From an optimization exercise on the open Yosys and OpenROAD flow, aimed at small area; shortcuts taken in it are not production practice. Only simulation tests tie the RTL to the original design; equivalence was not proved. Power figures rest on the tool's default switching activity, not on a simulated workload.

// stack_core
module stack_core (
    input  wire        clk,
    input  wire        rst,           
    output wire        mem_req,
    output wire        mem_we,
    output wire [15:0] mem_addr,
    output wire [15:0] mem_wdata,
    input  wire [15:0] mem_rdata,
    input  wire        mem_ready,
    output wire        out_valid,
    output wire [15:0] out_data,
    output wire        halted,
    output wire        faulted,
    output wire [2:0]  fault_kind,
    output wire [16:0] fault_pc,
    output reg  [16:0] pc,
    output reg  [16:0] sp,
    output reg  [15:0] fp,
    output reg  [31:0] reads,
    output reg  [31:0] writes
);
clock: 50.0 ns
lec_check: 0
cap_margin: 20
core_margin: 2
core_utilization: 40
slew_margin: 20
standard.sh (not shown) runs the stock make flow with config.mk's settings and CLKGATE_MAP_FILE= SYNTH_SCRIPT=/design/flow/synth_recipe.tcl, a recipe that flattens the netlist after the stock synthesis.
==> flow/flow/run.sh <==
#!/bin/bash
# The standard layout, with area settings of ORFS for the steps after synthesis:
#  - remove the buffers ABC put into the synthesized netlist (REMOVE_ABC_BUFFERS);
#    repair_design re-buffers any net that needs it for slew or capacitance,
#    aiming at the library limits themselves (no extra margin),
#  - buffer every input and output port with buf_1 rather than the resizer's pick,
#  - build the clock tree from clkbuf_8 without dummy loads.
# Synthesis is the standard synthesis, unchanged.
set -euo pipefail
bash standard.sh synth > synth.log 2>&1
bash standard.sh REMOVE_ABC_BUFFERS=1 CAP_MARGIN=0 SLEW_MARGIN=0 \
  "BUFFER_PORTS_ARGS=-buffer_cell sky130_fd_sc_hd__buf_1" \
  "CTS_ARGS=-repair_clock_nets -dont_use_dummy_load -buf_list sky130_fd_sc_hd__clkbuf_8" \
  finish > layout.log 2>&1
==> next run, changes <==
--- a/flow/flow/run.sh
+++ b/flow/flow/run.sh
@@ -6,0 +7 @@
+#  - after global routing, downsize gates off the critical paths (RECOVER_POWER),
@@ -11 +12 @@
-bash standard.sh REMOVE_ABC_BUFFERS=1 CAP_MARGIN=0 SLEW_MARGIN=0 \
+bash standard.sh REMOVE_ABC_BUFFERS=1 CAP_MARGIN=0 SLEW_MARGIN=0 RECOVER_POWER=100 \
@@ -13 +14 @@
-  "CTS_ARGS=-repair_clock_nets -dont_use_dummy_load -buf_list sky130_fd_sc_hd__clkbuf_8" \
+  "CTS_ARGS=-sink_clustering_enable -repair_clock_nets -dont_use_dummy_load -buf_list sky130_fd_sc_hd__clkbuf_8" \
- Now the flow completed and failed the layout checks on capacitance limit, slew limit
- final cell count does not change
- clock-buffer cell count does not change
- setup slack gets worse by 1.2 ns
- global-route usage is unchanged
- die area does not change
- routed wire length is about the same
- cell area came out lower by 0.66%
- critical path depth does not change
- hold slack stays flat
==> next run, changes <==
--- a/flow/flow/run.sh
+++ b/flow/flow/run.sh
@@ -7 +6,0 @@
-#  - after global routing, downsize gates off the critical paths (RECOVER_POWER),
@@ -12 +11 @@
-bash standard.sh REMOVE_ABC_BUFFERS=1 CAP_MARGIN=0 SLEW_MARGIN=0 RECOVER_POWER=100 \
+bash standard.sh REMOVE_ABC_BUFFERS=1 CAP_MARGIN=0 SLEW_MARGIN=0 \
- CELL_PAD_IN_SITES_DETAIL_PLACEMENT: not set -> 0
- CELL_PAD_IN_SITES_GLOBAL_PLACEMENT: not set -> 0
Result:
- Now the flow ran to the end with no violations
- via count went down by about 0.6%
- design area went up by about 0.66%
- wire length hardly moves
==> next run, changes <==
- CELL_PAD_IN_SITES_DETAIL_PLACEMENT: 0 -> not set
- CELL_PAD_IN_SITES_GLOBAL_PLACEMENT: 0 -> not set
- CORE_UTILIZATION: 40 -> 65
Result:
- wire length drops by roughly a tenth
- setup slack is better by 0.35 ns
- power is about the same
- sequential share of layout area climbs by 0.57 points
==> next run, changes <==
- CORE_UTILIZATION: 65 -> 40
- The new run finished clean
- count of clock-buffer cells in the layout does not change
- combinational power came out lower by about 1%
- synthesized cell count is unchanged
- core utilization came out lower by 28 points
- routed wire length came out higher by 11%
- worst hold slack improved by 0.0084 ns

========
Setup of v2:
stack_core again, from the RTL that the note above started with.
Settings: LEC_CHECK=0, CAP_MARGIN=20, CORE_MARGIN=2, CORE_UTILIZATION=40, SLEW_MARGIN=20; clock period 50.0 ns.
run.sh (not shown) runs the stock make flow with config.mk's settings and CLKGATE_MAP_FILE= SYNTH_SCRIPT=/design/flow/synth_recipe.tcl, a recipe that flattens the netlist after the stock synthesis.
Stock flow here: none of the scripts above is used.
The inputs of v50 differ from those of v2 as listed below.
==> flow/flow/run.sh (new file) <==
#!/bin/bash
# The standard layout, with area settings of ORFS for the steps after synthesis:
#  - remove the buffers ABC put into the synthesized netlist (REMOVE_ABC_BUFFERS);
#    repair_design re-buffers any net that needs it for slew or capacitance,
#    aiming at the library limits themselves (no extra margin),
#  - buffer every input and output port with buf_1 rather than the resizer's pick,
#  - build the clock tree from clkbuf_8 without dummy loads.
# Synthesis is the standard synthesis, unchanged.
set -euo pipefail
bash standard.sh synth > synth.log 2>&1
bash standard.sh REMOVE_ABC_BUFFERS=1 CAP_MARGIN=0 SLEW_MARGIN=0 GPL_TIMING_DRIVEN=0 \
  "BUFFER_PORTS_ARGS=-buffer_cell sky130_fd_sc_hd__buf_1" \
  "CTS_ARGS=-sink_clustering_enable -repair_clock_nets -dont_use_dummy_load -buf_list sky130_fd_sc_hd__clkbuf_8" \
  finish > layout.log 2>&1
==> flow/standard.sh (new file) <==
#!/bin/bash
# synth_recipe.tcl (not shown) runs the flow's synth.tcl, then flattens the netlist and writes it again
# the make line also repeats each setting of config.mk as NAME=value (left out here)
make -C /OpenROAD-flow-scripts/flow DESIGN_CONFIG=/design/flow/config.mk WORK_HOME=/design/flow/orfs CLKGATE_MAP_FILE= SYNTH_SCRIPT=/design/flow/synth_recipe.tcl "${@:-finish}"
removed: flow/run.sh
Row first-pass GRT wire length: v50 lower / v2 higher
Detailed-router iteration count before antenna repair for v50: 2 up relative to v2
Against v2, number of buffers outside the clock class in the layout in v50 fell by a few percent.
v2 has higher number of global-route vias before repair than v50.
In v50 relative to v2, total power had gone down by more than 10%.
v50 against v2: met3 capacity usage during global routing decreased 0.49 points, layout overhead on the synthesized area moved down, clock group share of total power lost 14 points, layout filler cell count increased about 6%.
Compared with v2, v50 shows highest clock frequency the design can meet higher by 0.51%.
### v50 -> v36
-- flow/flow/run.sh --
<<< v50, line 10
bash standard.sh synth > synth.log 2>&1
bash standard.sh REMOVE_ABC_BUFFERS=1 CAP_MARGIN=0 SLEW_MARGIN=0 GPL_TIMING_DRIVEN=0 \
  "BUFFER_PORTS_ARGS=-buffer_cell sky130_fd_sc_hd__buf_1" \
>>> v36, line 10
bash standard.sh synth > synth.log 2>&1
bash standard.sh REMOVE_ABC_BUFFERS=1 CAP_MARGIN=0 SLEW_MARGIN=0 \
  "BUFFER_PORTS_ARGS=-buffer_cell sky130_fd_sc_hd__buf_1" \
-- flow/config.mk --
<<< v50, line 10
export CORE_UTILIZATION = 40
export SLEW_MARGIN = 20
>>> v36, line 10
export CORE_UTILIZATION = 40
export PLACE_DENSITY = 0.85
export SLEW_MARGIN = 20
==> run notes <==
- v36 vs v50 — first-pass GRT wire length dropped by a few percent
- On clock skew, v36 tracks v50 almost exactly.
- Between v50 and v36, total design power decreased.
- Largest net degree at the start of global routing (v36 over v50): decrease, about 10%
- v36 against v50: worst-case setup slack after placement increased by 350 ps relative to the old numbers; adder and majority cell fraction of the synthesized area shows no meaningful change.
- Per the comparison of v36 with v50, placed instance count went up 10, aggregate routed wire length went down about 6%, final standard cell area without fillers went down about 0.6%, sequential cell area held.
- Having completed the whole flow, v36 delivered a layout that passed the timing, design-rule and antenna checks.

[static timing again, ports no longer ideal]
In the flow no input, the clock included, has a driving cell. The finished layouts below were timed again as built, in two steps.
Step 1 (the two cells are an assumption about what drives the block):
set clk [get_ports {clk}]
set_driving_cell -lib_cell sky130_fd_sc_hd__clkbuf_16 $clk
set_driving_cell -lib_cell sky130_fd_sc_hd__buf_2 [delete_from_list [all_inputs] $clk]
Step 2, shift: input delay + t, output delay - t, t = (earliest + latest rising clock arrival at the registers) / 2. This alone moves slack from input paths to output paths.
a / b / c = no drivers / after step 1 / after step 2; a / b = the first two.
run	shift t [ns]	setup WS [ns]	clock arrival spread, ns
the first run of note 1	0.481	31.439 / 31.453 / 30.973	0.039 / 0.039
the second run of note 1	0.484	30.274 / 30.287 / 29.803	0.040 / 0.040
the third run of note 1	0.481	31.439 / 31.453 / 30.973	0.039 / 0.039
the fourth run of note 1	0.500	31.786 / 31.781 / 31.280	0.041 / 0.041
the fifth run of note 1	0.481	31.439 / 31.453 / 30.973	0.039 / 0.039
v2	0.466	30.935 / 30.948 / 30.483	0.013 / 0.013
v50	0.485	31.031 / 31.044 / 30.559	0.037 / 0.038
v36	0.473	31.362 / 31.367 / 30.894	0.037 / 0.038
For the fourth run of note 1, which loses most, drivers alone change the setup slack by -0.005 ns; drivers and shift together by -0.506 ns.
